What follows belongs to an exercise in optimizing a design on an open flow for small area, a short achievable clock period and few clock cycles; a production flow would make more cautious choices. RTL that was checked went through simulation tests only; none was proved equivalent to the original. For runs 5 and 6, only the layout was checked, not whether the RTL still works. Power is estimated from default activity; no workload was simulated.

**flow/config.mk**
```make
export PLATFORM = sky130hd
export DESIGN_NAME = adb_kbd_translator
export DESIGN_NICKNAME = adb_kbd_translator
export VERILOG_FILES = /design/flow/design.v
export SDC_FILE = /design/flow/constraint.sdc
export NUM_CORES = 4
export LEC_CHECK = 0
export CAP_MARGIN = 20
export CORE_MARGIN = 2
export CORE_UTILIZATION = 40
export CTS_BUF_LIST = sky130_fd_sc_hd__clkbuf_4 sky130_fd_sc_hd__clkbuf_8
export SETUP_SLACK_MARGIN = 4.5
export SLEW_MARGIN = 20
```
**flow/constraint.sdc**
```tcl
create_clock -name core_clock -period 8.0 [get_ports {clk}]
set_input_delay 1.6000 -clock core_clock [delete_from_list [all_inputs] [get_ports {clk}]]
set_output_delay 1.6000 -clock core_clock [all_outputs]
set_load 0.01 [all_outputs]
```
**flow/design.v**
```verilog
module adb_kbd_translator (
    input  wire        clk,
    input  wire        rst_n,         
    input  wire        in_valid,
    output wire        in_ready,
    input  wire        in_clear,      
    input  wire [7:0]  in_len,        
    input  wire [63:0] in_data,       
    output wire        ev_valid,
    input  wire        ev_ready,
    output wire [7:0]  ev_data,
    output reg  [31:0] short_count
);
    function [7:0] keymap;
        input [7:0] u;
        begin
            case (u)
                8'h04: keymap = 8'h80 | 8'h00;   
                8'h05: keymap = 8'h80 | 8'h0B;   
                8'h06: keymap = 8'h80 | 8'h08;   
                8'h07: keymap = 8'h80 | 8'h02;   
                8'h08: keymap = 8'h80 | 8'h0E;   
                8'h09: keymap = 8'h80 | 8'h03;   
                8'h0A: keymap = 8'h80 | 8'h05;   
                8'h0B: keymap = 8'h80 | 8'h04;   
                8'h0C: keymap = 8'h80 | 8'h22;   
                8'h0D: keymap = 8'h80 | 8'h26;   
                8'h0E: keymap = 8'h80 | 8'h28;   
                8'h0F: keymap = 8'h80 | 8'h25;   
                8'h10: keymap = 8'h80 | 8'h2E;   
                8'h11: keymap = 8'h80 | 8'h2D;   
                8'h12: keymap = 8'h80 | 8'h1F;   
                8'h13: keymap = 8'h80 | 8'h23;   
                8'h14: keymap = 8'h80 | 8'h0C;   
                8'h15: keymap = 8'h80 | 8'h0F;   
                8'h16: keymap = 8'h80 | 8'h01;   
                8'h17: keymap = 8'h80 | 8'h11;   
                8'h18: keymap = 8'h80 | 8'h20;   
                8'h19: keymap = 8'h80 | 8'h09;   
                8'h1A: keymap = 8'h80 | 8'h0D;   
                8'h1B: keymap = 8'h80 | 8'h07;   
                8'h1C: keymap = 8'h80 | 8'h10;   
                8'h1D: keymap = 8'h80 | 8'h06;   
                8'h1E: keymap = 8'h80 | 8'h12;   
                8'h1F: keymap = 8'h80 | 8'h13;   
                8'h20: keymap = 8'h80 | 8'h14;   
                8'h21: keymap = 8'h80 | 8'h15;   
                8'h22: keymap = 8'h80 | 8'h17;   
                8'h23: keymap = 8'h80 | 8'h16;   
                8'h24: keymap = 8'h80 | 8'h1A;   
                8'h25: keymap = 8'h80 | 8'h1C;   
                8'h26: keymap = 8'h80 | 8'h19;   
                8'h27: keymap = 8'h80 | 8'h1D;   
                8'h28: keymap = 8'h80 | 8'h24;   
                8'h29: keymap = 8'h80 | 8'h35;   
                8'h2A: keymap = 8'h80 | 8'h33;   
                8'h2B: keymap = 8'h80 | 8'h30;   
                8'h2C: keymap = 8'h80 | 8'h31;   
                8'h2D: keymap = 8'h80 | 8'h1B;   
                8'h2E: keymap = 8'h80 | 8'h18;   
                8'h2F: keymap = 8'h80 | 8'h21;   
                8'h30: keymap = 8'h80 | 8'h1E;   
                8'h31: keymap = 8'h80 | 8'h2A;   
                8'h33: keymap = 8'h80 | 8'h29;   
                8'h34: keymap = 8'h80 | 8'h27;   
                8'h35: keymap = 8'h80 | 8'h32;   
                8'h36: keymap = 8'h80 | 8'h2B;   
                8'h37: keymap = 8'h80 | 8'h2F;   
                8'h38: keymap = 8'h80 | 8'h2C;   
                8'h39: keymap = 8'h80 | 8'h39;   
                8'h3A: keymap = 8'h80 | 8'h7A;   
                8'h3B: keymap = 8'h80 | 8'h78;   
                8'h3C: keymap = 8'h80 | 8'h63;   
                8'h3D: keymap = 8'h80 | 8'h76;   
                8'h3E: keymap = 8'h80 | 8'h60;   
                8'h3F: keymap = 8'h80 | 8'h61;   
                8'h40: keymap = 8'h80 | 8'h62;   
                8'h41: keymap = 8'h80 | 8'h64;   
                8'h42: keymap = 8'h80 | 8'h65;   
                8'h43: keymap = 8'h80 | 8'h6D;   
                8'h44: keymap = 8'h80 | 8'h67;   
                8'h45: keymap = 8'h80 | 8'h6F;   
                8'h49: keymap = 8'h80 | 8'h72;   
                8'h4A: keymap = 8'h80 | 8'h73;   
                8'h4B: keymap = 8'h80 | 8'h74;   
                8'h4C: keymap = 8'h80 | 8'h75;   
                8'h4D: keymap = 8'h80 | 8'h77;   
                8'h4E: keymap = 8'h80 | 8'h79;   
                8'h4F: keymap = 8'h80 | 8'h3C;   
                8'h50: keymap = 8'h80 | 8'h3B;   
                8'h51: keymap = 8'h80 | 8'h3D;   
                8'h52: keymap = 8'h80 | 8'h3E;   
                8'h53: keymap = 8'h80 | 8'h47;   
                8'h54: keymap = 8'h80 | 8'h4B;   
                8'h55: keymap = 8'h80 | 8'h43;   
                8'h56: keymap = 8'h80 | 8'h4E;   
                8'h57: keymap = 8'h80 | 8'h45;   
                8'h58: keymap = 8'h80 | 8'h4C;   
                8'h59: keymap = 8'h80 | 8'h53;   
                8'h5A: keymap = 8'h80 | 8'h54;   
                8'h5B: keymap = 8'h80 | 8'h55;   
                8'h5C: keymap = 8'h80 | 8'h56;   
                8'h5D: keymap = 8'h80 | 8'h57;   
                8'h5E: keymap = 8'h80 | 8'h58;   
                8'h5F: keymap = 8'h80 | 8'h59;   
                8'h60: keymap = 8'h80 | 8'h5B;   
                8'h61: keymap = 8'h80 | 8'h5C;   
                8'h62: keymap = 8'h80 | 8'h52;   
                8'h63: keymap = 8'h80 | 8'h41;   
                8'h67: keymap = 8'h80 | 8'h51;   
                8'h68: keymap = 8'h80 | 8'h69;   
                8'h69: keymap = 8'h80 | 8'h6B;   
                8'h6A: keymap = 8'h80 | 8'h71;   
                default: keymap = 8'h00;         
            endcase
        end
    endfunction
    function [6:0] modmap;
        input [2:0] b;
        begin
            case (b)
                3'd0: modmap = 7'h36;   
                3'd1: modmap = 7'h38;   
                3'd2: modmap = 7'h3A;   
                3'd3: modmap = 7'h37;   
                3'd4: modmap = 7'h7D;   
                3'd5: modmap = 7'h7B;   
                3'd6: modmap = 7'h7C;   
                default: modmap = 7'h37;   
            endcase
        end
    endfunction
    reg         rdy;               
    reg  [7:0]  cur_mod;           
    reg  [41:0] cur_keys;          
    reg  [41:0] old_keys;          
    reg  [19:0] pend;              
    reg         any;               
    reg         q0_v, q1_v;        
    reg  [7:0]  q0_d, q1_d;
    wire [7:0]  n_mod = in_data[7:0];
    wire [5:0]  n_map;             
    wire [41:0] n_keys;            
    genvar gi, gj;
    generate
        for (gj = 0; gj < 6; gj = gj + 1) begin : g_new
            wire [7:0] u = in_data[16 + 8*gj +: 8];
            wire [7:0] m = keymap(u);
            assign n_map[gj] = m[7];
            assign n_keys[7*gj +: 7] = m[7] ? u[6:0] : 7'd0;
        end
    endgenerate
    wire [35:0] eq;
    generate
        for (gi = 0; gi < 6; gi = gi + 1) begin : g_i
            for (gj = 0; gj < 6; gj = gj + 1) begin : g_j
                assign eq[6*gi + gj] = !in_data[16 + 8*gj + 7] &&
                    (cur_keys[7*gi +: 7] == in_data[16 + 8*gj +: 7]);
            end
        end
    endgenerate
    wire [5:0] rel_m, prs_m;
    generate
        for (gi = 0; gi < 6; gi = gi + 1) begin : g_rel
            assign rel_m[gi] = (cur_keys[7*gi +: 7] != 7'd0) && !(|eq[6*gi +: 6]);
            assign prs_m[gi] = n_map[gi] &&
                !(eq[gi] | eq[6+gi] | eq[12+gi] | eq[18+gi] | eq[24+gi] | eq[30+gi]);
        end
    endgenerate
    wire [19:0] in_pend = {prs_m, rel_m, n_mod ^ cur_mod};
    function [19:0] lower_or;      
        input [19:0] p;
        integer k;
        begin
            lower_or[0] = 1'b0;
            for (k = 1; k < 20; k = k + 1) lower_or[k] = lower_or[k-1] | p[k-1];
        end
    endfunction
    wire [19:0] pre   = lower_or(pend);
    wire [19:0] first = pend & ~pre;
    wire [19:0] rest  = pend & pre;
    wire        le1   = ~|rest;
    reg  [6:0]  rel_code, prs_code;
    reg  [7:0]  mod_ev;
    reg         seen_r, seen_p;
    integer k;
    always @(*) begin
        rel_code = 7'd0;
        prs_code = 7'd0;
        seen_r   = 1'b0;
        seen_p   = 1'b0;
        for (k = 0; k < 6; k = k + 1) begin
            if (pend[8+k] && !seen_r)  rel_code = old_keys[7*k +: 7];
            if (pend[14+k] && !seen_p) prs_code = cur_keys[7*k +: 7];
            seen_r = seen_r | pend[8+k];
            seen_p = seen_p | pend[14+k];
        end
        mod_ev = 8'd0;
        for (k = 0; k < 8; k = k + 1)
            if (first[k]) mod_ev = mod_ev | {~cur_mod[k], modmap(k[2:0])};
    end
    wire       is_mod   = |pend[7:0];
    wire       is_rel   = |pend[13:8];
    wire [7:0] slot_map = keymap({1'b0, is_rel ? rel_code : prs_code});
    wire [7:0] ev_next  = is_mod ? mod_ev : {is_rel, slot_map[6:0]};
    wire take     = q0_v && ev_ready;
    wire push     = any && !(q1_v && !take);
    wire accept   = in_valid && rdy;
    wire is_short = !in_clear && (in_len < 8'd8);
    wire is_rep   = !in_clear && !is_short;
    reg         n_q0_v, n_q1_v;
    always @(*) begin
        n_q0_v = q0_v;
        n_q1_v = q1_v;
        if (take) begin
            if (q1_v) n_q1_v = push;
            else      n_q0_v = push;
        end else if (!q0_v) begin
            n_q0_v = push;
        end else if (!q1_v) begin
            n_q1_v = push;
        end
    end
    wire        in_le1 = ~|(in_pend & lower_or(in_pend));
    wire        n_le1  = accept ? (!is_rep || in_le1) : le1;
    assign in_ready = rdy;
    assign ev_valid = q0_v;
    assign ev_data  = q0_d;
    always @(posedge clk) begin
        if (!rst_n) begin
            rdy         <= 1'b1;
            any         <= 1'b0;
            cur_mod     <= 8'h00;
            cur_keys    <= 42'd0;
            pend        <= 20'd0;
            q0_v        <= 1'b0;
            q1_v        <= 1'b0;
            short_count <= 32'd0;
        end else begin
            rdy  <= n_le1 && !n_q1_v;
            q0_v <= n_q0_v;
            q1_v <= n_q1_v;
            if (take) begin
                if (q1_v) begin
                    q0_d <= q1_d;
                    q1_d <= ev_next;
                end else begin
                    q0_d <= ev_next;
                end
            end else if (!q0_v) begin
                q0_d <= ev_next;
            end else if (!q1_v) begin
                q1_d <= ev_next;
            end
            if (push) begin
                pend <= rest;
                any  <= !le1;
            end
            if (accept) begin
                pend <= 20'd0;
                any  <= 1'b0;
                if (in_clear) begin
                    cur_mod  <= 8'h00;
                    cur_keys <= 42'd0;
                end else if (is_short) begin
                    short_count <= short_count + 32'd1;
                end else begin
                    cur_mod  <= n_mod;
                    cur_keys <= n_keys;
                    old_keys <= cur_keys;
                    pend     <= in_pend;
                    any      <= |in_pend;
                end
            end
        end
    end
endmodule
```
**flow/flow/run.sh**
```bash
#!/bin/bash
# Standard layout, with plain buf_2 cells as the port buffers instead of the
# cell buffer_ports picks by default. Make's output goes to flow_make.log.
set -euo pipefail
export BUFFER_PORTS_ARGS="-buffer_cell sky130_fd_sc_hd__buf_2"
bash standard.sh > flow_make.log 2>&1
```
**flow/standard.sh**
```bash
#!/bin/bash
# synth_recipe.tcl (not shown) runs the flow's synth.tcl, then flattens the netlist and writes it again
# the make line also repeats each setting of config.mk as NAME=value (left out here)
make -C /OpenROAD-flow-scripts/flow DESIGN_CONFIG=/design/flow/config.mk WORK_HOME=/design/flow/orfs CLKGATE_MAP_FILE= SYNTH_SCRIPT=/design/flow/synth_recipe.tcl "${@:-finish}"
```
==> impl_metrics.json, run 1 <==
{
  "rsz0062_at_grt": "yes",
  "clk_path_buf_depth": 2,
  "dieArea_um2": 33900,
  "totalWireLength_mm": 44.2,
  "grt_pass1_wl_mm": 67.8,
  "crit_required_ns": 8.36,
  "worstSetupStartpointType": "register",
  "synth.avg_cell_area_um2": 8.21,
  "finalSetupViolCount": 0,
  "synth.area.mux_share_pct": 1.20,
  "end_kind": "register",
  "r2r_start": "pend[16]$_SDFFE_PN0P_",
  "synth_top_family_by_area": "simple AND/OR/NAND/NOR gates",
  "fill_cells": 3142,
  "die_x_um": 184,
  "clkTransAtPathRegs_ns": 0.10,
  "synthSimpleGateAreaFrac_pct": 24.4,
  "worst-setup-path-type": "reg -> reg",
  "maxCapViolCount": 0,
  "max_stage_delay_ns": 0.58,
  "worst_pin_slew_ns": 1.01,
  "clock.fmax_mhz": 275,
  "crit_chain": "or4_4 > or2_4 > o221ai_4 > and4b_4 > inv_6 > ha_4 > mux4_2 > or3_1 > a221o_1 > a31oi_2 > mux2_4",
  "drt-initial-drc-count": 1436,
  "timing.rr.end": "q0_d[1]$_DFFE_PP_",
  "dieHeight_um": 184,
  "cp.arrival_ns": 4.00,
  "power_density_nw_per_um2": 161,
  "stdcell_count": 2060,
  "synthToLayoutAreaGrowth_pct": 13.5,
  "reg2reg_slack_ns": 4.36,
  "hold_end": "short_count[27]$_SDFFE_PN0P_",
  "status": "timing/DRC/antenna clean",
  "drive_gt1_share_pct": 18.2,
  "whs_path_depth": 2,
  "hold_start": "short_count[27]$_SDFFE_PN0P_",
  "grt_pass1_vias": 11500,
  "irDropWorstVdd_mv": 0.0857,
  "routabilityCongestion": 0.941,
  "viasPerCell": 6.05,
  "async_flop_share_pct": 0,
  "drt-wirelength-per-cell_um": 21.5,
  "ys.flop_type": "dfxtp_1",
  "grt_max_degree": 57,
  "r2r_cells": 11,
  "ant_nets": 0,
  "dp.cells": 1981,
  "synth_cell_types": 78,
  "slew_viol_final": 0,
  "seq_area_frac_synth_pct": 29.8,
  "syn_inst": 1581,
  "final.setup_skew_ns": 0.0200,
  "cp_slowest_cell": "or4_4",
  "synth-seq-cells": 164,
  "max-slew-margin-rel_pct": 32.7,
  "holdCritPathClass": "reg -> reg",
  "root_buffer": "clkbuf_8",
  "grt-ovfl-total": 0,
  "pin_count": 119,
  "critPathMaxFanout": 5,
  "holdWs_ns": 0.518,
  "synth_edf_count": 58,
  "htree_levels": 4,
  "cts_tree": "done",
  "antenna_found_initial": 0,
  "core_area_um2": 31800,
  "placementRows": 65,
  "clock-sinks": 164,
  "start_util_pct": 40.8,
  "synth_xor_area_share_pct": 19.4,
  "cts_hold_buf": 0,
  "antenna_cells": 0,
  "p_leak_nw": 5.97,
  "min_period_ns": 3.64,
  "cts_buffers": 17,
  "synth_compound_area_share_pct": 17.5,
  "fin_setup_tns_ns": 0,
  "hold_violations": 0,
  "setup_ws_ns": 4.36,
  "syn_area_um2": 13000,
  "vias": 12500,
  "syn-num-nets": 1672,
  "utilization_pct": 46.4,
  "clk_latency_ns": 0.48,
  "num-nets-final": 1703,
  "path_buf_inv": 1,
  "fin_crit_sh_pct": 45.5,
  "synthAdderAreaFrac_pct": 1.97,
  "dp_hpwl_mm": 29.2,
  "port-buffer-count": 107,
  "dp_slack_ns": 3.52,
  "drc_errors": 0,
  "cp_top_family": "simple AND/OR/NAND/NOR gates",
  "yosys_warnings": 1,
  "drt_pre_antenna_iters": 6,
  "grtUsageTotal_pct": 25.9
}
-- state kept, by name, indices dropped and copies added (netlist names), 8 cells and up --
signal and cells:
old_keys 42, q1_d 8, pend 20, short_count 32, cur_mod 8, q0_d 8
cur_keys 42
-- what timing repair did --
item / in CTS / in global routing
pin swaps: 13 / 14
gates cloned: 0 / 0
buffers inserted: 32 / 15
gates resized for setup: 53 / 39
endpoints found under the setup margin: 111 / 66
-- cells in the final DEF (no fill, tap or decap), types with 13 or more instances in the layout --
| cell type | Yosys | routed |
|---|---|---|
| xor2_1 | 261 | 261 |
| nand2_1 | 130 | 127 |
| buf_2 | 11 | 99 |
| dfxtp_1 | 106 | 90 |
| nor4_1 | 91 | 84 |
| nor2b_1 | 74 | 72 |
| buf_4 | 0 | 70 |
| o21ai_0 | 69 | 64 |
| edfxtp_1 | 58 | 58 |
| a22oi_1 | 58 | 55 |
| and2_1 | 52 | 51 |
| a21oi_1 | 46 | 44 |
| nor2_1 | 47 | 44 |
| nor3_1 | 34 | 32 |
| nand3_1 | 30 | 28 |
| o211ai_1 | 26 | 26 |
| xnor2_1 | 26 | 26 |
| inv_1 | 28 | 25 |
| nand4_1 | 22 | 22 |
| clkbuf_8 | 0 | 18 |
| and3_1 | 17 | 16 |
| a21boi_0 | 15 | 14 |
| or3_1 | 13 | 13 |
-- Yosys cell counts, drive strengths merged, types with 5 or more instances --
master	instances	share of area, %
a2111oi	5	0.34
a211oi	6	0.35
a21boi	15	0.87
a21oi	46	1.8
a221oi	8	0.54
a22oi	58	3.4
a311oi	5	0.34
a32oi	5	0.34
and2	52	2.5
and3	17	0.82
and4	8	0.54
buf	37	1.2
clkbuf	129	3.7
dfxtp	106	16
edfxtp	58	13
ha	14	1.3
inv	30	0.87
maj3	8	0.62
mux2i	10	0.77
nand2	130	3.8
nand2b	9	0.43
nand3	30	1.2
nand3b	6	0.35
nand4	22	1.1
nand4b	11	0.74
nor2	48	1.4
nor2b	74	3.6
nor3	35	1.4
nor3b	6	0.35
nor4	92	4.5
nor4b	8	0.54
o211ai	27	1.6
o21ai	74	2.9
o22ai	7	0.34
o311ai	13	0.88
o31ai	7	0.40
or3	13	0.63
or4	7	0.43
xnor2	26	1.8
xor2	261	18
-- area by class of cell --
class	instances	area (um2)	share of cell area [%]
inverters	30	128	0.866
flip-flops and latches	164	3900	26.5
well taps	435	544	3.69
multi-input cells	1221	8690	59.0
repair buffers	178	1100	7.44
clock inverters	10	100	0.679
clock buffers	22	278	1.88
-- power by group --
group          total, mW  internal [mW]  switching, mW
Clock              0.603          0.272          0.331
Combinational      0.819          0.309          0.510
Sequential         0.949          0.908         0.0411
-- layer usage --
layer,GRT usage [%],part of all wire [%],up-vias
met5,0,0,-
met1,35.7,43,6013
met3,3.79,8.4,114
met4,10.4,3.8,0
li1,-,-,5744
met2,40.9,45,600
-- how the worst max path moves through the flow --
stage / to / start / cells past startpoint
final: q0_d[1]$_DFFE_PP_ / pend[16]$_SDFFE_PN0P_ / 11
after global routing: q0_d[1]$_DFFE_PP_ / pend[16]$_SDFFE_PN0P_ / 11
after global placement: q0_d[4]$_DFFE_PP_ / pend[8]$_SDFFE_PN0P_ / 12
after CTS: q0_d[1]$_DFFE_PP_ / pend[14]$_SDFFE_PN0P_ / 11
after detailed placement: q1_d[4]$_DFFE_PP_ / pend[8]$_SDFFE_PN0P_ / 11
after floorplan: rdy$_SDFF_PN1_ / in_data[19] / 10
-- metrics by stage --
step	cell area, um2	total power [mW]
finish	14700	2.37
global route	14700	2.49
CTS	14500	2.34
detailed placement	13700	1.69
global placement	13700	1.69
floorplan	13300	1.50
-- kinds of logic (layout without fill, tap and decap cells) --
| group | Yosys count | count (layout) |
|---|---|---|
| compound gates | 327 | 327 |
| xor+xnor | 287 | 287 |
| fa+ha+maj | 22 | 22 |
| buf+inv | 196 | 240 |
| flops | 164 | 164 |
| mux | 14 | 14 |
| simple gates | 571 | 571 |
-- worst min-delay path, delay by kind of cell, from the launching register on --
family | cells | cell delay, ns
AOI/OAI and AO/OA | 2 | 0.15
DFF | 1 | 0.33
Testbench counts, summed over its fixed seeds: cycles 2,446.
==> run 2: changes to the inputs <==
==> flow/flow/run.sh (replaced) <==
#!/bin/bash
# Standard layout, with plain buf_1 cells as the port buffers instead of the
# cell buffer_ports picks by default. Make's output goes to flow_make.log.
set -euo pipefail
export BUFFER_PORTS_ARGS="-buffer_cell sky130_fd_sc_hd__buf_1"
bash standard.sh > flow_make.log 2>&1
==> impl_metrics.json, run 2 <==
{
  "grt-ovfl-total": 0,
  "whs_path_depth": 2,
  "ant_nets": 0,
  "antenna_found_initial": 1,
  "synth_xor_area_share_pct": 19.4,
  "worst-setup-path-type": "reg -> reg",
  "synth_top_area_share_pct": 17.6,
  "async_flop_share_pct": 0,
  "cts_hold_buf": 0,
  "clock.fmax_mhz": 277,
  "syn-num-nets": 1672,
  "dieHeight_um": 184,
  "final.setup_skew_ns": 0.0154,
  "yosys_warnings": 1,
  "synth_cell_types": 78,
  "routabilityCongestion": 0.972,
  "drt_pre_antenna_iters": 5,
  "cts_tree": "done",
  "clk_path_buf_depth": 2,
  "max_stage_delay_ns": 0.57,
  "syn_inst": 1581,
  "synthToLayoutAreaGrowth_pct": 14.1,
  "synth_common_cells": "261 x xor2_1, 130 x nand2_1, 129 x clkbuf_1, 106 x dfxtp_1, 91 x nor4_1",
  "synthAdderAreaFrac_pct": 1.97,
  "final_area_um2": 14800,
  "p_sw_share_pct": 37.4,
  "r2r_start": "pend[15]$_SDFFE_PN0P_",
  "r2r_cells": 11,
  "mostFrequentLayoutCells": "261 x xor2_1, 126 x nand2_1, 89 x dfxtp_1",
  "grtUsageTotal_pct": 26.3,
  "num-nets-final": 1698,
  "layout_commonest_cell": "xor2_1",
  "reg2reg_slack_ns": 4.39,
  "crit_required_ns": 8.34,
  "synth_compound_area_share_pct": 17.5,
  "power_density_nw_per_um2": 165,
  "htree_levels": 4,
  "antenna_cells": 0,
  "cp.arrival_ns": 3.95,
  "synth_most_common_cell": "xor2_1",
  "core_area_um2": 31800,
  "drt-initial-drc-count": 1307,
  "cts_buffers": 17,
  "viasPerCell": 6.09,
  "ys.flop_type": "dfxtp_1",
  "worst_pin_slew_ns": 1.01,
  "clkTransAtPathRegs_ns": 0.09,
  "maxCapViolCount": 0,
  "drt-wirelength-per-cell_um": 21.9,
  "cp_slowest_cell": "or4_4",
  "min_period_ns": 3.61,
  "critPathMaxFanout": 5,
  "reg_top3": "cur_keys: 42 flops, old_keys: 42 flops, short_count: 32 flops",
  "hold_end": "short_count[27]$_SDFFE_PN0P_",
  "timing.rr.end": "q0_d[1]$_DFFE_PP_",
  "vias": 12500,
  "grt_pass1_wl_mm": 69.0,
  "seq_area_frac_synth_pct": 29.8,
  "finalSetupViolCount": 0,
  "syn_area_um2": 13000,
  "start_util_pct": 40.8,
  "die_x_um": 184,
  "hold_violations": 0,
  "synth_top_family_by_area": "simple AND/OR/NAND/NOR gates",
  "dp_hpwl_mm": 29.3,
  "synth-seq-cells": 164,
  "hold_start": "short_count[27]$_SDFFE_PN0P_",
  "p_clk_share_pct": 25.7,
  "multi_input_area_um2": 8830,
  "root_buffer": "clkbuf_8",
  "synth.area.top_cells": "xor2_1 18%, dfxtp_1 16%, edfxtp_1 13%, nor4_1 4.4%, nand2_1 3.8%",
  "drive_gt1_share_pct": 15.1,
  "clock-sinks": 164,
  "post_dp_cell_area_um2": 13600,
  "p_sw_mw": 0.913,
  "grt_max_degree": 89,
  "irDropWorstVdd_mv": 0.130,
  "synth.area.mux_share_pct": 1.20,
  "intPower_mw": 1.53,
  "synth.avg_cell_area_um2": 8.21,
  "grt_pass1_vias": 11300,
  "holdCritPathClass": "reg -> reg",
  "synth_edf_count": 58,
  "rsz0062_at_grt": "yes",
  "total_power_mw": 2.44,
  "synthSimpleGateAreaFrac_pct": 24.4,
  "clk_latency_ns": 0.47,
  "port-buffer-count": 107,
  "pwr-share-comb_pct": 35.4,
  "fin_crit_sh_pct": 45.1,
  "pin_count": 119,
  "slew_viol_final": 0,
  "totalWireLength_mm": 45.0,
  "seqPwrFrac_pct": 38.9,
  "fill_cells": 3110,
  "yosys.area.top_type": "xor2_1",
  "fin_setup_tns_ns": 0,
  "worstSetupStartpointType": "register",
  "drc_errors": 0,
  "max-slew-margin-rel_pct": 32.2,
  "end_kind": "register",
  "placementRows": 65,
  "crit_chain": "or4_4 > or2_4 > o221ai_4 > and4b_4 > inv_6 > ha_4 > mux4_2 > or3_1 > a221o_1 > a31oi_2 > mux2_4",
  "p_leak_nw": 5.74,
  "seq_area_um2": 3900,
  "status": "timing/DRC/antenna clean",
  "dieArea_um2": 33900
}
run 2: changes by cell type in the layout (fill, tap and decap cells not counted), sizes merged:
cell	delta
buf	-15
inv	+1
clkinv	+1
clkbuf	+7
bufinv	+1
run 2: timing repair:
action / in CTS / in global routing
endpoints found under the setup margin: 71 / 33
cloned: 0 / 2
setup buffers: 25 / 12
pin swaps: 16 / 20
gates resized for setup: 98 / 84
run 2: metal layers:
metal / global-route usage [%] / share of wire, % / routed length (um)
met3: 4.09 / 8.2 / 3690
met4: 10.0 / 3.6 / 1640
met5: 0 / 0 / 0
met2: 41.7 / 46 / 20500
met1: 36.0 / 43 / 19200
run 2: logic make-up (layout without fill, tap and decap cells):
kind of cell,Yosys count,count (layout)
buffers and inverters,196,235
flip-flops,164,164
adder cells (fa/ha/maj),22,22
AO/OA/AOI/OAI,327,327
AND/OR/NAND/NOR,571,571
XOR/XNOR,287,287
multiplexers,14,14
run 2: layout make-up:
cell class / count / area share [%]
multi-input cells: 1221 / 59.6
flip-flops and latches: 164 / 26.3
repair buffers: 173 / 6.83
well taps: 435 / 3.67
clock buffers: 19 / 1.68
clock inverters: 13 / 0.971
inverters: 30 / 0.929
run 2: metrics by stage:
stage	std cells	hold WS [ns]	util, %	setup WS (ns)
CTS	2041	0.525	45.3	4.36
global placement	1984	0.490	42.7	3.52
detailed placement	1984	0.511	42.7	3.51
global route	2055	0.558	46.6	4.26
floorplan	1581	0.406	-	4.50
finish	2055	0.523	46.6	4.39
run 2: critical path, delay by kind of cell, from the launching register on:
kind	cells	cell delay, ns
muxes	2	0.62
adders and majority gates	1	0.16
and+or+nand+nor	4	1.50
DFF	1	0.38
buffers and inverters	1	0.07
AOI/OAI and AO/OA	3	0.75
run 2: power groups by stage:
stage | sequential, mW | combinational [mW] | clock (mW)
global placement | 0.969 | 0.711 | 0
detailed placement | 0.970 | 0.718 | 0
floorplan | 0.947 | 0.552 | 0
CTS | 0.948 | 0.780 | 0.639
global route | 0.953 | 0.936 | 0.673
finish | 0.950 | 0.863 | 0.628
run 2: worst max-delay path by stage:
stage                                    to  cells after the start  slack (ns)             startpoint
after floorplan              rdy$_SDFF_PN1_                     10        4.50            in_data[19]
after global placement    q0_d[4]$_DFFE_PP_                     11        3.52   pend[8]$_SDFFE_PN0P_
after detailed placement     rdy$_SDFF_PN1_                     10        3.51            in_data[34]
after CTS                 q0_d[1]$_DFFE_PP_                     11        4.36  pend[14]$_SDFFE_PN0P_
after global routing      q1_d[1]$_DFFE_PP_                     12        4.26  pend[10]$_SDFFE_PN0P_
final                     q0_d[1]$_DFFE_PP_                     11        4.39  pend[15]$_SDFFE_PN0P_
==> run 3: changes to the inputs <==
--- a/flow/design.v
+++ b/flow/design.v
@@ -116,4 +116,47 @@
         end
     endfunction
+    function [6:0] adb_code;
+        input [6:0] u;
+        begin
+            adb_code[0] = (~u[6] & ~u[5] & ~u[3] & ~u[1] & u[0]) | (~u[6] & ~u[4] & ~u[2] & ~u[1] & u[0]) | (~u[6] & ~u[5] & ~u[2] & u[1] & ~u[0]) |
+                          (~u[6] & ~u[4] & ~u[2] & u[1] & ~u[0]) | (~u[6] & u[3] & ~u[2] & ~u[1] & u[0]) | (~u[4] & u[3] & ~u[2] & u[1] & ~u[0]) |
+                          (~u[6] & u[3] & u[2] & u[1] & u[0]) | (~u[5] & u[4] & ~u[2] & u[0]) | (~u[6] & u[4] & ~u[3] & u[1]) |
+                          (u[5] & ~u[3] & u[2] & u[1]) | (u[5] & ~u[4] & u[3] & ~u[1] & u[0]) | (u[5] & u[3] & u[2] & ~u[1] & ~u[0]) |
+                          (u[5] & u[4] & ~u[3] & u[2] & ~u[0]) | (u[6] & ~u[5] & ~u[4] & u[1] & ~u[0]) | (u[6] & ~u[3] & u[1] & u[0]) |
+                          (u[6] & ~u[4] & u[2] & ~u[1]) | (u[6] & u[4] & ~u[3] & ~u[1]) | (u[6] & u[4] & u[0]) |
+                          (u[6] & u[5] & ~u[1] & ~u[0]);
+            adb_code[1] = (~u[6] & ~u[5] & ~u[4] & ~u[3] & u[0]) | (~u[6] & ~u[4] & ~u[3] & ~u[2] & u[1]) | (~u[5] & u[2] & ~u[1] & u[0]) |
+                          (~u[6] & ~u[5] & ~u[4] & u[3] & ~u[1]) | (u[3] & u[2] & ~u[1] & u[0]) | (u[4] & ~u[3] & ~u[2] & ~u[0]) |
+                          (~u[5] & u[4] & ~u[3] & ~u[2] & u[1]) | (~u[6] & ~u[5] & u[4] & ~u[2] & u[1] & u[0]) | (~u[6] & ~u[5] & u[4] & u[3] & u[2] & u[1]) |
+                          (~u[6] & u[5] & ~u[2] & u[1] & ~u[0]) | (u[5] & ~u[3] & u[2] & ~u[1] & ~u[0]) | (u[5] & u[4] & ~u[3] & ~u[1]) |
+                          (u[5] & u[4] & ~u[3] & u[2]) | (u[5] & u[4] & u[2] & ~u[1]) | (u[6] & ~u[3] & ~u[1] & ~u[0]) |
+                          (u[6] & ~u[3] & u[2] & ~u[0]) | (u[6] & ~u[5] & ~u[4] & u[3] & ~u[2] & ~u[0]) | (u[6] & u[3] & ~u[1] & u[0]) |
+                          (u[6] & u[4] & u[2] & ~u[1]) | (u[6] & u[5] & ~u[3] & ~u[0]);
+            adb_code[2] = (~u[6] & ~u[5] & ~u[4] & ~u[2] & ~u[0]) | (~u[6] & ~u[3] & ~u[2] & ~u[0]) | (~u[5] & ~u[3] & ~u[2] & ~u[1] & u[0]) |
+                          (~u[4] & ~u[3] & ~u[2] & ~u[1] & u[0]) | (~u[6] & ~u[5] & u[3] & ~u[2] & u[1]) | (~u[5] & ~u[4] & u[3] & u[1] & u[0]) |
+                          (~u[5] & ~u[4] & u[3] & u[2] & u[0]) | (~u[6] & ~u[5] & u[4] & ~u[3] & ~u[1]) | (~u[6] & u[4] & ~u[3] & ~u[1] & ~u[0]) |
+                          (u[4] & u[3] & u[2] & ~u[1] & u[0]) | (~u[6] & u[5] & ~u[4] & ~u[2] & ~u[1]) | (~u[6] & u[5] & ~u[2] & ~u[1] & ~u[0]) |
+                          (~u[6] & u[5] & ~u[4] & ~u[3] & u[0]) | (~u[6] & u[5] & ~u[3] & u[2] & u[1] & u[0]) | (u[6] & ~u[5] & ~u[3] & u[1]) |
+                          (u[6] & ~u[4] & u[2] & ~u[1]) | (u[6] & ~u[5] & u[3] & ~u[1] & ~u[0]) | (u[6] & u[4] & ~u[2] & u[1]);
+            adb_code[3] = (~u[6] & ~u[5] & ~u[4] & ~u[2] & ~u[1] & ~u[0]) | (~u[6] & ~u[5] & ~u[3] & ~u[1] & u[0]) | (~u[5] & ~u[4] & ~u[3] & ~u[2] & u[1] & u[0]) |
+                          (~u[4] & ~u[3] & u[2] & ~u[1] & u[0]) | (~u[4] & u[2] & u[1] & ~u[0]) | (~u[6] & ~u[5] & u[4] & ~u[3] & ~u[1]) |
+                          (u[4] & ~u[3] & ~u[2] & ~u[1]) | (~u[6] & u[4] & ~u[2] & ~u[1] & u[0]) | (~u[6] & u[4] & ~u[2] & u[1] & ~u[0]) |
+                          (~u[6] & u[5] & ~u[4] & ~u[3] & u[2]) | (u[5] & ~u[4] & u[2] & ~u[1] & u[0]) | (~u[6] & u[5] & ~u[3] & u[2] & u[1]) |
+                          (u[5] & u[4] & ~u[2]) | (u[6] & u[3] & ~u[2] & ~u[1] & ~u[0]) | (u[6] & u[3] & u[2] & u[1]) |
+                          (u[6] & u[4] & ~u[3] & ~u[0]) | (u[6] & u[5] & ~u[1]);
+            adb_code[4] = (u[4] & ~u[3] & ~u[2] & u[1] & ~u[0]) | (~u[6] & ~u[5] & u[4] & u[2] & u[1] & u[0]) | (~u[5] & u[4] & u[3] & u[2] & ~u[0]) |
+                          (~u[6] & u[5] & ~u[4] & ~u[3]) | (u[5] & ~u[4] & ~u[3] & ~u[1]) | (u[5] & ~u[3] & ~u[2] & ~u[0]) |
+                          (u[5] & ~u[4] & u[2] & ~u[0]) | (u[5] & u[2] & ~u[1] & u[0]) | (~u[6] & u[5] & u[3] & ~u[2] & u[0]) |
+                          (u[5] & u[3] & ~u[2] & u[1]) | (u[6] & ~u[5] & u[3] & u[0]) | (u[6] & u[3] & u[1]) |
+                          (u[6] & u[3] & u[2]) | (u[6] & u[4] & ~u[3] & ~u[2] & ~u[1]) | (u[6] & u[5] & u[2]);
+            adb_code[5] = (~u[5] & ~u[3] & ~u[2] & ~u[1]) | (~u[5] & ~u[4] & u[3] & u[2]) | (~u[6] & ~u[5] & u[4] & ~u[2] & ~u[1] & ~u[0]) |
+                          (~u[6] & u[4] & ~u[3] & ~u[2] & u[0]) | (u[5] & u[3] & ~u[2]) | (u[5] & u[3] & ~u[1] & ~u[0]) |
+                          (u[5] & u[3] & u[1] & u[0]) | (u[5] & u[4] & u[2]) | (u[6] & ~u[5] & ~u[4]) |
+                          (u[6] & ~u[5] & ~u[3] & ~u[2] & ~u[0]);
+            adb_code[6] = (u[5] & u[4] & u[3] & u[1]) | (u[5] & u[4] & u[3] & u[2]) | (u[6] & ~u[4] & ~u[2]) |
+                          (u[6] & ~u[4] & ~u[0]) | (u[6] & ~u[3] & u[1] & u[0]) | (u[6] & ~u[3] & u[2]) |
+                          (u[6] & u[2] & ~u[1]) | (u[6] & u[4] & u[3]);
+        end
+    endfunction
     function [6:0] modmap;
         input [2:0] b;
@@ -202,5 +245,5 @@
     wire       is_mod   = |pend[7:0];
     wire       is_rel   = |pend[13:8];
-    wire [7:0] slot_map = keymap({1'b0, is_rel ? rel_code : prs_code});
+    wire [6:0] slot_map = adb_code(is_rel ? rel_code : prs_code);
     wire [7:0] ev_next  = is_mod ? mod_ev : {is_rel, slot_map[6:0]};
     wire take     = q0_v && ev_ready;
==> flow/flow/run.sh (replaced) <==
#!/bin/bash
# Standard layout, with plain buf_2 cells as the port buffers instead of the
# cell buffer_ports picks by default. Make's output goes to flow_make.log.
set -euo pipefail
export BUFFER_PORTS_ARGS="-buffer_cell sky130_fd_sc_hd__buf_2"
bash standard.sh > flow_make.log 2>&1
--- a/flow/config.mk
+++ b/flow/config.mk
@@ -9,5 +9,6 @@
 export CORE_MARGIN = 2
 export CORE_UTILIZATION = 40
-export CTS_BUF_LIST = sky130_fd_sc_hd__clkbuf_4 sky130_fd_sc_hd__clkbuf_8
+export CTS_BUF_LIST = sky130_fd_sc_hd__clkbuf_8
+export CTS_CLUSTER_DIAMETER = 50
 export SETUP_SLACK_MARGIN = 4.5
 export SLEW_MARGIN = 20
==> impl_metrics.json, run 3 <==
{
  "mostFrequentLayoutCells": "251 x xor2_1, 136 x nand2_1, 101 x buf_2",
  "syn-num-nets": 1602,
  "max-slew-margin-rel_pct": 41.2,
  "routabilityCongestion": 0.956,
  "placementRows": 64,
  "drt_pre_antenna_iters": 6,
  "slew_viol_final": 0,
  "maxCapViolCount": 0,
  "synth_common_cells": "254 x xor2_1, 138 x nand2_1, 117 x clkbuf_1, 106 x dfxtp_1, 86 x nor4_1",
  "vias": 12000,
  "worst-setup-path-type": "in -> reg",
  "synth_top_area_share_pct": 17.7,
  "worstSetupStartpointType": "input pin",
  "cts_hold_buf": 0,
  "htree_levels": 4,
  "grt_pass1_wl_mm": 64.5,
  "synth_most_common_cell": "xor2_1",
  "drt-wirelength-per-cell_um": 21.6,
  "ant_nets": 0,
  "synth.avg_cell_area_um2": 8.25,
  "drc_errors": 0,
  "dp.cells": 1896,
  "layout_commonest_cell": "xor2_1",
  "crit_required_ns": 8.40,
  "status": "timing/DRC/antenna clean",
  "grtUsageTotal_pct": 24.9,
  "cts_tree": "done",
  "hold_violations": 0,
  "synth_cell_types": 80,
  "synth-seq-cells": 164,
  "p_leak_nw": 5.73,
  "grt-ovfl-total": 0,
  "worst_pin_slew_ns": 0.881,
  "stdcell_count": 1958,
  "critPathMaxFanout": 5,
  "dieHeight_um": 181,
  "synthToLayoutAreaGrowth_pct": 12.6,
  "end_kind": "register",
  "synth_edf_count": 58,
  "grt_pass1_vias": 11100,
  "final.setup_skew_ns": 0.0280,
  "fill_cells": 3059,
  "min_period_ns": 3.58,
  "dieArea_um2": 32900,
  "async_flop_share_pct": 0,
  "port-buffer-count": 107,
  "clk_latency_ns": 0.47,
  "clock-sinks": 164,
  "utilization_pct": 46.1,
  "irDropWorstVdd_mv": 0.111,
  "grt_max_degree": 67,
  "fin_setup_tns_ns": 0,
  "num-nets-final": 1626,
  "drive_gt1_share_pct": 17.7,
  "start_util_pct": 40.9,
  "fin_crit_sh_pct": 44.8,
  "antenna_found_initial": 1,
  "power_density_nw_per_um2": 166,
  "root_buffer": "clkbuf_8",
  "cts_buffers": 17,
  "clkTransAtPathRegs_ns": 0.10,
  "yosys.area.top_type": "xor2_1",
  "totalWireLength_mm": 42.3,
  "syn_inst": 1524,
  "reg_top3": "cur_keys: 42 flops, old_keys: 42 flops, short_count: 32 flops",
  "dp_hpwl_mm": 28.0,
  "viasPerCell": 6.11,
  "synth.area.top_cells": "xor2_1 18%, dfxtp_1 17%, edfxtp_1 14%, nor4_1 4.3%, nand2_1 4.1%",
  "clk_path_buf_depth": 2,
  "pin_count": 119,
  "drt-initial-drc-count": 1471,
  "holdCritPathClass": "reg -> reg",
  "seq_area_frac_synth_pct": 30.7,
  "syn_area_um2": 12600,
  "ys.flop_type": "dfxtp_1",
  "core_area_um2": 30700,
  "rsz0062_at_grt": "yes",
  "die_x_um": 181,
  "finalSetupViolCount": 0,
  "yosys_warnings": 1,
  "clock.fmax_mhz": 279,
  "cp.arrival_ns": 3.98
}
[run 3: stage by stage]
step | hold WS (ns) | power, mW | worst slack, ns | cell area (um2)
5_1_grt | 0.561 | 2.45 | 4.34 | 14200
3_3_place_gp | 0.494 | 1.67 | 3.59 | 13300
6_report | 0.523 | 2.35 | 4.42 | 14200
3_5_place_dp | 0.519 | 1.68 | 3.59 | 13300
4_1_cts | 0.534 | 2.32 | 4.49 | 13900
2_1_floorplan | 0.403 | 1.49 | 4.01 | 12700
[run 3: repair_timing]
action                                  CTS  global route
endpoints found under the setup margin   27            21
pin swaps                                17            13
gates resized for setup                  37            27
gates cloned                              0             1
setup buffers                            12            16
[run 3: critical path, stage by stage]
cell	delay [ns]
buf_8	0.10
xor2_2	0.14
or3_4	0.39
or3_4	0.39
nor4_4	0.14
buf_4	0.19
o21ai_4	0.08
nor4_4	0.17
buf_4	0.18
nand4_1	0.11
a21oi_2	0.15
o211ai_1	0.17
a21oi_2	0.17
[run 3: final timing paths]
kind	startpoint	end	slack, ns	depth (start not counted)
setup / recovery	in_data[0]	rdy$_SDFF_PN1_	4.42	13
hold / removal	short_count[21]$_SDFFE_PN0P_	short_count[21]$_SDFFE_PN0P_	0.52	2
setup reg to reg	cur_keys[34]$_SDFFE_PN0P_	q1_d[3]$_DFFE_PP_	4.55	10
hold reg to reg	short_count[21]$_SDFFE_PN0P_	short_count[21]$_SDFFE_PN0P_	0.52	2
[run 3: area by class of cell]
| cell class | instances | area (um2) | share of cell area [%] |
|---|---|---|---|
| clock buffer | 17 | 234 | 1.65 |
| clock inverter | 15 | 158 | 1.11 |
| tap | 396 | 495 | 3.50 |
| antenna | 1 | 2.50 | 0.0177 |
| timing repair buffer | 159 | 960 | 6.78 |
| inverter | 15 | 56.3 | 0.398 |
| multi-input combinational | 1191 | 8370 | 59.1 |
| sequential | 164 | 3880 | 27.4 |
[run 3: cells by family after synthesis]
logic type      synth area share, %
fa+ha+maj                     0.497
simple gates                   25.4
flops                          30.7
buf+inv                        5.33
compound gates                 17.5
xor+xnor                       20.2
mux                           0.408
[run 3: routing by layer]
layer | vias up | GRT usage, % | share of wire (%)
li1 | 5508 | - | -
met1 | 5709 | 32.5 | 42
met2 | 622 | 40.2 | 46
met3 | 133 | 4.25 | 8.3
met4 | 0 | 11.7 | 4.5
met5 | - | 0 | 0
[run 3: where the power goes]
group | internal (mW) | total, mW | switching [mW] | leakage (nW)
clock network | 0.235 | 0.613 | 0.378 | 0.201
registers | 0.913 | 0.962 | 0.0496 | 1.38
logic | 0.291 | 0.770 | 0.479 | 4.15
Testbench counts of run 3, summed over its fixed seeds: cycles 2,446.
==> run 4: changes to the inputs <==
--- a/flow/config.mk
+++ b/flow/config.mk
@@ -10,5 +10,4 @@
 export CORE_UTILIZATION = 40
 export CTS_BUF_LIST = sky130_fd_sc_hd__clkbuf_8
-export CTS_CLUSTER_DIAMETER = 50
 export SETUP_SLACK_MARGIN = 4.5
 export SLEW_MARGIN = 20
==> impl_metrics.json, run 4 <==
{
  "yosys.area.top_type": "xor2_1",
  "status": "timing/DRC/antenna clean",
  "crit_chain": "buf_8 > xor2_2 > or3_4 > or3_4 > nor4_4 > buf_4 > o21ai_4 > nor4_4 > buf_4 > nand4_1 > a21oi_2 > o211ai_1 > a21oi_2",
  "vias": 12000,
  "synth.avg_cell_area_um2": 8.25,
  "p_leak_nw": 5.73,
  "final.setup_skew_ns": 0.0280,
  "seqPwrFrac_pct": 41.0,
  "grt-ovfl-total": 0,
  "clock-sinks": 164,
  "synthSimpleGateAreaFrac_pct": 25.4,
  "timing.rr.end": "q1_d[3]$_DFFE_PP_",
  "totalWireLength_mm": 42.3,
  "grt_pass1_wl_mm": 64.5,
  "maxCapViolCount": 0,
  "cts_buffers": 17,
  "intPower_mw": 1.44,
  "clk_path_buf_depth": 2,
  "clock.fmax_mhz": 279,
  "grt_max_degree": 67,
  "ys.flop_type": "dfxtp_1",
  "pin_count": 119,
  "root_buffer": "clkbuf_8",
  "critPathMaxFanout": 5,
  "setup_ws_ns": 4.42,
  "synth.area.mux_share_pct": 0.408,
  "synth_cell_types": 80,
  "cts_hold_buf": 0,
  "rsz0062_at_grt": "yes",
  "max_stage_delay_ns": 0.39,
  "pwr-share-comb_pct": 32.8,
  "synthAdderAreaFrac_pct": 0.497,
  "hold_violations": 0,
  "finalSetupViolCount": 0,
  "worst_pin_slew_ns": 0.881,
  "cp-endpoint": "rdy$_SDFF_PN1_",
  "dieHeight_um": 181,
  "seq_area_frac_synth_pct": 30.7,
  "port-buffer-count": 107,
  "clk_latency_ns": 0.47,
  "mostFrequentLayoutCells": "251 x xor2_1, 136 x nand2_1, 101 x buf_2",
  "end_kind": "register",
  "syn_area_um2": 12600,
  "synth_xor_area_share_pct": 20.2,
  "cp.arrival_ns": 3.98,
  "p_sw_mw": 0.907,
  "synth_top_area_share_pct": 17.7,
  "grt_pass1_vias": 11100,
  "cts_tree": "done",
  "holdCritPathClass": "reg -> reg",
  "slew_viol_final": 0,
  "grtUsageTotal_pct": 24.9,
  "worstSetupStartpointType": "input pin",
  "syn_inst": 1524,
  "yosys_warnings": 1,
  "synth_top_family_by_area": "simple AND/OR/NAND/NOR gates",
  "dp_slack_ns": 3.59,
  "dp_hpwl_mm": 28.0,
  "cp_slowest_cell": "or3_4",
  "synth.area.top_cells": "xor2_1 18%, dfxtp_1 17%, edfxtp_1 14%, nor4_1 4.3%, nand2_1 4.1%",
  "worst-setup-path-type": "in -> reg",
  "reg_top3": "cur_keys: 42 flops, old_keys: 42 flops, short_count: 32 flops",
  "start_util_pct": 40.9,
  "die_x_um": 181,
  "drc_errors": 0,
  "synthToLayoutAreaGrowth_pct": 12.6,
  "crit_required_ns": 8.40,
  "cp-startpoint": "in_data[0]",
  "core_area_um2": 30700,
  "p_clk_share_pct": 26.1,
  "fin_crit_sh_pct": 44.8,
  "synth_edf_count": 58,
  "drt-initial-drc-count": 1471,
  "irDropWorstVdd_mv": 0.111,
  "dieArea_um2": 32900,
  "ant_nets": 0,
  "drt_pre_antenna_iters": 6,
  "drt-wirelength-per-cell_um": 21.6,
  "placementRows": 64,
  "antenna_found_initial": 1,
  "fin_setup_tns_ns": 0,
  "synth_compound_area_share_pct": 17.5,
  "r2r_start": "cur_keys[34]$_SDFFE_PN0P_",
  "clkTransAtPathRegs_ns": 0.10,
  "reg2reg_slack_ns": 4.55,
  "syn-num-nets": 1602,
  "viasPerCell": 6.11,
  "synth_most_common_cell": "xor2_1",
  "async_flop_share_pct": 0,
  "synth_common_cells": "254 x xor2_1, 138 x nand2_1, 117 x clkbuf_1, 106 x dfxtp_1, 86 x nor4_1",
  "max-slew-margin-rel_pct": 41.2,
  "synth-seq-cells": 164,
  "num-nets-final": 1626,
  "r2r_cells": 10,
  "htree_levels": 4,
  "p_sw_share_pct": 38.7,
  "routabilityCongestion": 0.956,
  "drive_gt1_share_pct": 17.7,
  "layout_commonest_cell": "xor2_1",
  "power_density_nw_per_um2": 166,
  "min_period_ns": 3.58
}
[run 4: cell counts in the layout (fill, tap and decap cells not counted)]
Identical to the previous run, type by type.
[run 4: worst min path at each step]
stage / slack [ns] / endpoint / cells after the start / startpoint
3_3_place_gp: 0.49 / short_count[21]$_SDFFE_PN0P_ / 2 / short_count[21]$_SDFFE_PN0P_
5_1_grt: 0.56 / short_count[21]$_SDFFE_PN0P_ / 2 / short_count[21]$_SDFFE_PN0P_
6_report: 0.52 / short_count[21]$_SDFFE_PN0P_ / 2 / short_count[21]$_SDFFE_PN0P_
3_5_place_dp: 0.52 / short_count[21]$_SDFFE_PN0P_ / 2 / short_count[21]$_SDFFE_PN0P_
2_1_floorplan: 0.40 / old_keys[34]$_DFFE_PP_ / 0 / cur_keys[34]$_SDFFE_PN0P_
4_1_cts: 0.53 / short_count[21]$_SDFFE_PN0P_ / 2 / short_count[21]$_SDFFE_PN0P_
[run 4: cells by family after synthesis]
kind of cell,Yosys count
flip-flops,164
AND/OR/NAND/NOR,582
multiplexers,5
XOR/XNOR,290
adder cells (fa/ha/maj),6
AO/OA/AOI/OAI,307
buffers and inverters,170
[run 4: per-stage QoR]
stage / util, % / total power, mW / instance area, um2 / std cells / hold slack, ns
5_1_grt: 46.1 / 2.45 / 14200 / 1958 / 0.561
3_5_place_dp: 43.2 / 1.68 / 13300 / 1896 / 0.519
3_3_place_gp: 43.2 / 1.67 / 13300 / 1896 / 0.494
2_1_floorplan: - / 1.49 / 12700 / 1524 / 0.403
6_report: 46.1 / 2.35 / 14200 / 1958 / 0.523
4_1_cts: 45.3 / 2.32 / 13900 / 1940 / 0.534
[run 4: cell type report]
class,count,area [um2]
clock buffer,17,234
inverter,15,56.3
tap,396,495
sequential,164,3880
multi-input combinational,1191,8370
fill,3059,16600
clock inverter,15,158
antenna,1,2.50
timing repair buffer,159,960
[run 4: worst max-delay path: cells and delay by family]
kind                   cells  cell delay (ns)
buffers and inverters      3             0.47
AO/OA/AOI/OAI              4             0.57
XOR/XNOR                   1             0.14
AND/OR/NAND/NOR            5             1.20
[run 4: what timing repair did]
action	CTS	global route
resized for setup	37	27
buffers inserted	12	16
pin swaps	17	13
gates cloned	0	1
setup endpoints to repair	27	21
[run 4: layer usage]
metal	vias to the layer above	part of all wire, %	global-route usage (%)
li1	5508	-	-
met1	5709	42	32.5
met2	622	46	40.2
met3	133	8.3	4.25
met4	0	4.5	11.7
met5	-	0	0
[run 4: power by group through the flow]
stage / clock network [mW] / registers, mW / logic [mW]
after floorplan: 0 / 0.954 / 0.537
after global placement: 0 / 0.978 / 0.693
after detailed placement: 0 / 0.979 / 0.705
after CTS: 0.624 / 0.961 / 0.733
after global routing: 0.656 / 0.966 / 0.832
final: 0.613 / 0.962 / 0.770
==> run 5: changes to the inputs <==
--- a/flow/design.v
+++ b/flow/design.v
@@ -174,10 +174,10 @@
         end
     endfunction
-    reg         rdy;               
+    reg         rdy_q;             
+    reg  [3:0]  rdy_k;             
     reg  [7:0]  cur_mod;           
     reg  [41:0] cur_keys;          
     reg  [41:0] old_keys;          
     reg  [19:0] pend;              
-    reg         any;               
     reg         q0_v, q1_v;        
     reg  [7:0]  q0_d, q1_d;
@@ -248,6 +248,6 @@
     wire [7:0] ev_next  = is_mod ? mod_ev : {is_rel, slot_map[6:0]};
     wire take     = q0_v && ev_ready;
-    wire push     = any && !(q1_v && !take);
-    wire accept   = in_valid && rdy;
+    wire push     = (|pend) && !(q1_v && !take);
+    wire accept   = in_valid && in_ready;
     wire is_short = !in_clear && (in_len < 8'd8);
     wire is_rep   = !in_clear && !is_short;
@@ -265,13 +265,20 @@
         end
     end
-    wire        in_le1 = ~|(in_pend & lower_or(in_pend));
-    wire        n_le1  = accept ? (!is_rep || in_le1) : le1;
-    assign in_ready = rdy;
+    wire [7:0]  in_md  = in_pend[7:0];
+    wire [5:0]  in_rl  = in_pend[13:8];
+    wire [5:0]  in_pr  = in_pend[19:14];
+    wire        md_le1 = ~|(in_md & lower_or({12'd0, in_md}));
+    wire [3:0]  ky_ok;
+    assign ky_ok[0] = ~|(in_rl & lower_or({14'd0, in_rl}));
+    assign ky_ok[1] = ~|(in_pr & lower_or({14'd0, in_pr}));
+    assign ky_ok[2] = !(|in_rl && |in_pr);
+    assign ky_ok[3] = !(|in_md && (|in_rl || |in_pr));
+    assign in_ready = rdy_q && (&rdy_k);
     assign ev_valid = q0_v;
     assign ev_data  = q0_d;
     always @(posedge clk) begin
         if (!rst_n) begin
-            rdy         <= 1'b1;
-            any         <= 1'b0;
+            rdy_q       <= 1'b1;
+            rdy_k       <= 4'hf;
             cur_mod     <= 8'h00;
             cur_keys    <= 42'd0;
@@ -281,5 +288,6 @@
             short_count <= 32'd0;
         end else begin
-            rdy  <= n_le1 && !n_q1_v;
+            rdy_q <= !n_q1_v && (accept ? (!is_rep || md_le1) : le1);
+            rdy_k <= (!accept || !is_rep) ? 4'hf : ky_ok;
             q0_v <= n_q0_v;
             q1_v <= n_q1_v;
@@ -298,9 +306,7 @@
             if (push) begin
                 pend <= rest;
-                any  <= !le1;
             end
             if (accept) begin
                 pend <= 20'd0;
-                any  <= 1'b0;
                 if (in_clear) begin
                     cur_mod  <= 8'h00;
@@ -313,5 +319,4 @@
                     old_keys <= cur_keys;
                     pend     <= in_pend;
-                    any      <= |in_pend;
                 end
             end
==> impl_metrics.json, run 5 <==
{
  "intPower_mw": 1.90,
  "syn-num-nets": 1648,
  "drt-wirelength-per-cell_um": 21.6,
  "p_leak_nw": 5.86,
  "dieHeight_um": 181,
  "ys.flop_type": "dfxtp_1",
  "grt_max_degree": 98,
  "synth_common_cells": "278 x xor2_1, 173 x nand2_1, 158 x nor2_1, 118 x clkbuf_1, 109 x dfxtp_1",
  "total_power_mw": 3.33,
  "synth.avg_cell_area_um2": 7.94,
  "grt-ovfl-total": 0,
  "cts_buffers": 17,
  "ant_nets": 0,
  "p_sw_mw": 1.43,
  "synth-seq-cells": 167,
  "cp.arrival_ns": 3.65,
  "seq_area_frac_synth_pct": 31.5,
  "drt-initial-drc-count": 1458,
  "syn_inst": 1570,
  "totalWireLength_mm": 43.5,
  "fin_setup_tns_ns": 0,
  "start_util_pct": 40.7,
  "post_dp_cell_area_um2": 13100,
  "layout_commonest_cell": "xor2_1",
  "critPathMaxFanout": 22,
  "worst-setup-path-type": "reg -> reg",
  "worstSetupStartpointType": "register",
  "end_kind": "register",
  "yosys.area.top_type": "xor2_1",
  "drt_pre_antenna_iters": 6,
  "status": "timing/DRC/antenna clean",
  "synth_top_area_share_pct": 19.5,
  "min_period_ns": 3.42,
  "cts_tree": "done",
  "p_sw_share_pct": 42.9,
  "yosys_warnings": 1,
  "placementRows": 64,
  "dieArea_um2": 32600,
  "p_clk_share_pct": 19.1,
  "grt_pass1_wl_mm": 66.6,
  "clk_latency_ns": 0.48,
  "synthToLayoutAreaGrowth_pct": 13.3,
  "pwr-share-comb_pct": 48.5,
  "synth.area.top_cells": "xor2_1 20%, dfxtp_1 17%, edfxtp_1 14%, nand2_1 5.2%, nor2_1 4.8%",
  "async_flop_share_pct": 0,
  "dp_hpwl_mm": 27.9,
  "vias": 12400,
  "antenna_cells": 0,
  "crit_required_ns": 8.23,
  "clk_path_buf_depth": 2,
  "synth_edf_count": 58,
  "viasPerCell": 6.17,
  "routabilityCongestion": 0.947,
  "pin_count": 119,
  "reg_top3": "cur_keys: 42 flops, old_keys: 42 flops, short_count: 32 flops",
  "hold_violations": 0,
  "core_area_um2": 30700,
  "drc_errors": 0,
  "cts_hold_buf": 0,
  "synth_most_common_cell": "xor2_1",
  "clkTransAtPathRegs_ns": 0.10,
  "drive_gt1_share_pct": 17.0,
  "clock-sinks": 167,
  "die_x_um": 181,
  "max-slew-margin-rel_pct": 26.1,
  "worst_pin_slew_ns": 1.11,
  "num-nets-final": 1685,
  "htree_levels": 4,
  "clock.fmax_mhz": 293,
  "fin_crit_sh_pct": 42.7,
  "synth_cell_types": 79,
  "slew_viol_final": 0,
  "finalSetupViolCount": 0,
  "grt_pass1_vias": 11300,
  "final_area_um2": 14100,
  "mostFrequentLayoutCells": "278 x xor2_1, 170 x nand2_1, 151 x nor2_1",
  "holdCritPathClass": "reg -> reg",
  "port-buffer-count": 107,
  "rsz0062_at_grt": "yes",
  "power_density_nw_per_um2": 236,
  "maxCapViolCount": 0,
  "final.setup_skew_ns": 0.0167,
  "irDropWorstVdd_mv": 0.101,
  "seqPwrFrac_pct": 32.4,
  "antenna_found_initial": 2,
  "syn_area_um2": 12500,
  "grtUsageTotal_pct": 25.8,
  "root_buffer": "clkbuf_8"
}
-- run 5: changes by cell type after synthesis, sizes merged, moves of 7 or more --
cell    before  now
nor2        57  158
nor2b       76   12
nand2      138  173
and2        42    9
xnor2       36    6
xor2       254  278
a21boi      22    2
a21oi       47   67
nor3        37   27
a32oi        5   14
o21ai       47   55
a31o         7    0
o221a        7    0
-- run 5: repair_timing --
item	4_1_cts	5_1_grt
endpoints found under the hold margin	0	0
gates resized for setup	32	34
pin swaps	5	6
gates cloned	4	1
setup buffers	15	25
setup endpoints to repair	94	19
-- run 5: power groups by stage --
| stage | Combinational (mW) | Sequential (mW) | Clock [mW] |
|---|---|---|---|
| floorplan | 1.04 | 1.05 | 0 |
| global route | 1.75 | 1.09 | 0.673 |
| global placement | 1.31 | 1.09 | 0 |
| finish | 1.62 | 1.08 | 0.636 |
| CTS | 1.41 | 1.08 | 0.646 |
| detailed placement | 1.33 | 1.10 | 0 |
-- run 5: worst max-delay path: stages, from the launching register on --
cell and delay, ns:
dfxtp_2 0.45, or4_4 0.65, or3_1 0.36, o311ai_1 0.17, and3_4 0.36, nor2_1 0.08
mux2_2 0.27, a221o_1 0.38, nor4_4 0.31, o31ai_1 0.13
-- run 5: path summary, 6_finish.rpt --
path,from,end,slack (ns),depth (start not counted)
hold / removal,short_count[22]$_SDFFE_PN0P_,short_count[22]$_SDFFE_PN0P_,0.50,2
setup / recovery,pend[14]$_SDFFE_PN0P_,q0_d[0]$_DFFE_PP_,4.58,9
hold reg to reg,short_count[22]$_SDFFE_PN0P_,short_count[22]$_SDFFE_PN0P_,0.50,2
setup reg to reg,pend[14]$_SDFFE_PN0P_,q0_d[0]$_DFFE_PP_,4.58,9
-- run 5: metal layers --
metal | vias to the layer above | GRT usage (%) | wire length, um
met1 | 5932 | 35.3 | 18500
li1 | 5703 | - | -
met4 | 4 | 11.6 | 1910
met3 | 142 | 4.59 | 3820
met2 | 657 | 39.6 | 19200
met5 | - | 0 | 30
-- run 5: cell families after synthesis --
logic type | count (synthesis) | synth area share (%)
xor gates and xnor gates | 284 | 19.9
muxes | 9 | 0.732
and+or+nand+nor | 602 | 23.8
AOI/OAI and AO/OA | 326 | 18.1
buffers and inverters | 177 | 5.58
DFF | 167 | 31.5
adders and majority gates | 5 | 0.421
-- run 5: cell type report --
class | instances | area (um2)
Inverter | 17 | 67.6
Timing Repair Buffer | 173 | 1070
Clock buffer | 18 | 248
Multi-Input combinational cell | 1228 | 8140
Timing Repair inverter | 3 | 22.5
Clock inverter | 14 | 146
Fill cell | 3003 | 16500
Tap cell | 396 | 495
Sequential cell | 167 | 3940
-- run 5: through the flow --
stage               hold WS (ns)  setup WS, ns  utilization [%]  instances
floorplan                  0.406          4.41                -       1570
global placement           0.479          3.43             42.7       1938
detailed placement         0.494          3.41             42.7       1938
CTS                        0.509          4.47             44.8       1989
global route               0.535          4.47             46.1       2016
finish                     0.505          4.58             46.1       2016
==> run 6: changes to the inputs <==
--- a/flow/config.mk
+++ b/flow/config.mk
@@ -10,4 +10,4 @@
 export CORE_UTILIZATION = 40
 export CTS_BUF_LIST = sky130_fd_sc_hd__clkbuf_8
-export SETUP_SLACK_MARGIN = 4.5
+export SETUP_SLACK_MARGIN = 4.7
 export SLEW_MARGIN = 20
==> impl_metrics.json, run 6 <==
{
  "status": "timing/DRC/antenna clean",
  "wl_met3_mm": 3.93,
  "drt_pre_antenna_iters": 5,
  "mostFrequentLayoutCells": "278 x xor2_1, 165 x nand2_1, 151 x nor2_1",
  "clkTransAtPathRegs_ns": 0.11,
  "antenna_found_initial": 0,
  "dp_hpwl_mm": 28.0,
  "synth.area.top_cells": "xor2_1 20%, dfxtp_1 17%, edfxtp_1 14%, nand2_1 5.2%, nor2_1 4.8%",
  "holdCritPathClass": "reg -> reg",
  "grt_pass1_wl_mm": 67.1,
  "drt-met1-wl_mm": 18.4,
  "synth_common_cells": "278 x xor2_1, 173 x nand2_1, 158 x nor2_1, 118 x clkbuf_1, 109 x dfxtp_1",
  "irDropWorstVdd_mv": 0.113,
  "total_power_mw": 3.42,
  "syn-num-nets": 1648,
  "dieHeight_um": 181,
  "crit_required_ns": 8.24,
  "antenna_cells": 0,
  "routabilityCongestion": 0.956,
  "synth.avg_cell_area_um2": 7.94,
  "p_leak_nw": 6.01,
  "slew_viol_final": 0,
  "grt-ovfl-total": 0,
  "end_kind": "register",
  "placementRows": 64,
  "drc_errors": 0,
  "synthToLayoutAreaGrowth_pct": 16.2,
  "power_density_nw_per_um2": 236,
  "reg_top3": "cur_keys: 42 flops, old_keys: 42 flops, short_count: 32 flops",
  "synth_most_common_cell": "xor2_1",
  "syn_area_um2": 12500,
  "yosys_warnings": 1,
  "num-nets-final": 1702,
  "r2r_cells": 11,
  "rsz0062_at_grt": "yes",
  "yosys.area.top_type": "xor2_1",
  "synth_compound_area_share_pct": 18.1,
  "fin_setup_tns_ns": 0,
  "clock.fmax_mhz": 300,
  "grt_max_degree": 98,
  "pin_count": 119,
  "fin_crit_sh_pct": 41.7,
  "synthAdderAreaFrac_pct": 0.421,
  "wl_met2_mm": 19.7,
  "hold_violations": 0,
  "worst_pin_slew_ns": 1.10,
  "totalWireLength_mm": 44.2,
  "port-buffer-count": 107,
  "cts_buffers": 17,
  "drt-wirelength-per-cell_um": 21.7,
  "core_area_um2": 30700,
  "worst-setup-path-type": "reg -> reg",
  "maxCapViolCount": 0,
  "clk_latency_ns": 0.49,
  "cts_tree": "done",
  "die_x_um": 181,
  "drt-initial-drc-count": 1628,
  "ys.flop_type": "dfxtp_1",
  "viasPerCell": 6.16,
  "synth.area.mux_share_pct": 0.732,
  "root_buffer": "clkbuf_8",
  "grtUsageTotal_pct": 26.0,
  "htree_levels": 4,
  "synth_cell_types": 79,
  "ant_nets": 0,
  "reg2reg_slack_ns": 4.66,
  "synth_xor_area_share_pct": 19.9,
  "critPathMaxFanout": 6,
  "synth-seq-cells": 167,
  "synth_top_area_share_pct": 19.5,
  "async_flop_share_pct": 0,
  "clock-sinks": 167,
  "syn_inst": 1570,
  "final.setup_skew_ns": 0.0223,
  "start_util_pct": 40.7,
  "dr.max_layer_used": "met4",
  "stdcell_count": 2033,
  "vias": 12500,
  "drive_gt1_share_pct": 19.4,
  "whs_path_depth": 2,
  "dp.cells": 1938,
  "worstSetupStartpointType": "register",
  "synth_top_family_by_area": "simple AND/OR/NAND/NOR gates",
  "cts_hold_buf": 0,
  "finalSetupViolCount": 0,
  "seq_area_frac_synth_pct": 31.5,
  "clk_path_buf_depth": 2,
  "synthSimpleGateAreaFrac_pct": 23.8,
  "min_period_ns": 3.34,
  "grt_pass1_vias": 11400,
  "layout_commonest_cell": "xor2_1",
  "cp.arrival_ns": 3.57,
  "synth_edf_count": 58,
  "dieArea_um2": 32600,
  "max-slew-margin-rel_pct": 26.8
}
==> run 6: cell counts after synthesis <==
Identical to the previous run, type by type.
==> run 6: metal layers <==
metal  vias to the layer above  GRT usage (%)
met4                         0           12.2
met1                      5927           35.3
met2                       709           41.1
li1                       5736              -
met5                         -              0
met3                       149           3.66
==> run 6: cell type report <==
class                   instances  area, um2
repair inverters                3       22.5
clock buffers                  17        234
clock inverters                15        209
fillers                      3035      16200
well taps                     396        495
inverters                      17       67.6
multi-input cells            1227       8270
flip-flops and latches        167       3950
repair buffers                191       1230
==> run 6: worst max-delay path, cell delays in order, from the launching register on <==
cell     delay (ns)
dfxtp_4        0.40
or4_4          0.58
nor3_4         0.16
buf_6          0.16
o21ai_4        0.07
o31ai_4        0.39
buf_4          0.17
nand2_2        0.04
a41o_1         0.23
a311o_1        0.36
nor4_4         0.38
o31ai_1        0.13
==> run 6: final timing paths <==
check                               start                      endpoint
max                  pend[9]$_SDFFE_PN0P_             q1_d[1]$_DFFE_PP_
min reg2reg  short_count[24]$_SDFFE_PN0P_  short_count[24]$_SDFFE_PN0P_
max reg2reg          pend[9]$_SDFFE_PN0P_             q1_d[1]$_DFFE_PP_
min          short_count[24]$_SDFFE_PN0P_  short_count[24]$_SDFFE_PN0P_
==> run 6: timing repair <==
item | 4_1_cts | 5_1_grt
setup buffers | 29 | 30
pin swaps | 9 | 21
setup endpoints to repair | 108 | 76
gates cloned | 4 | 0
gates resized for setup | 58 | 42
==> run 6: logic make-up (layout without fill, tap and decap cells) <==
family,Yosys count,after routing
AOI/OAI and AO/OA,326,326
xor gates and xnor gates,284,284
DFF,167,167
muxes,9,9
adders and majority gates,5,5
buffers and inverters,177,243
and+or+nand+nor,602,603
==> run 6: where the power goes <==
part / total (mW) / switching [mW] / internal (mW)
Sequential: 1.07 / 0.0794 / 0.991
Clock: 0.689 / 0.367 / 0.322
Combinational: 1.66 / 1.01 / 0.643
==> run 6: through the flow <==
step / util [%] / setup WS, ns / instance area [um2] / hold WS, ns
finish: 47.2 / 4.66 / 14500 / 0.509
global route: 47.2 / 4.55 / 14500 / 0.537
CTS: 45.9 / 4.70 / 14100 / 0.508
detailed placement: 42.8 / 3.49 / 13100 / 0.494
global placement: 42.8 / 3.51 / 13100 / 0.481
floorplan: - / 4.41 / 12600 / 0.406

## port drivers added, routing unchanged
Ports are ideal in the flow. The routed layouts listed here were re-timed in OpenROAD. Step 1 sets driving cells, clkbuf_16 on the clock port and buf_2 on the other inputs (assumed; they add their load-dependent delay and slew). Step 2 also shifts input and output timing later by t, the mid clock arrival at the registers, as if the neighbouring blocks saw the same clock. Three values: ideal, step 1, step 2; two values: the first two.
run | shift t [ns] | setup WS [ns] | latest minus earliest clock arrival (ns)
run 1 | 0.516 | 4.362 / 4.362 / 4.057 | 0.020 / 0.020
run 2 | 0.506 | 4.389 / 4.389 / 4.034 | 0.017 / 0.017
run 3 | 0.502 | 4.416 / 4.410 / 3.908 | 0.029 / 0.029
run 4 | 0.502 | 4.416 / 4.410 / 3.908 | 0.029 / 0.029
run 5 | 0.514 | 4.582 / 4.582 / 4.125 | 0.019 / 0.019
run 6 | 0.520 | 4.665 / 4.665 / 4.256 | 0.023 / 0.023
After both steps every run listed still meets setup and hold.
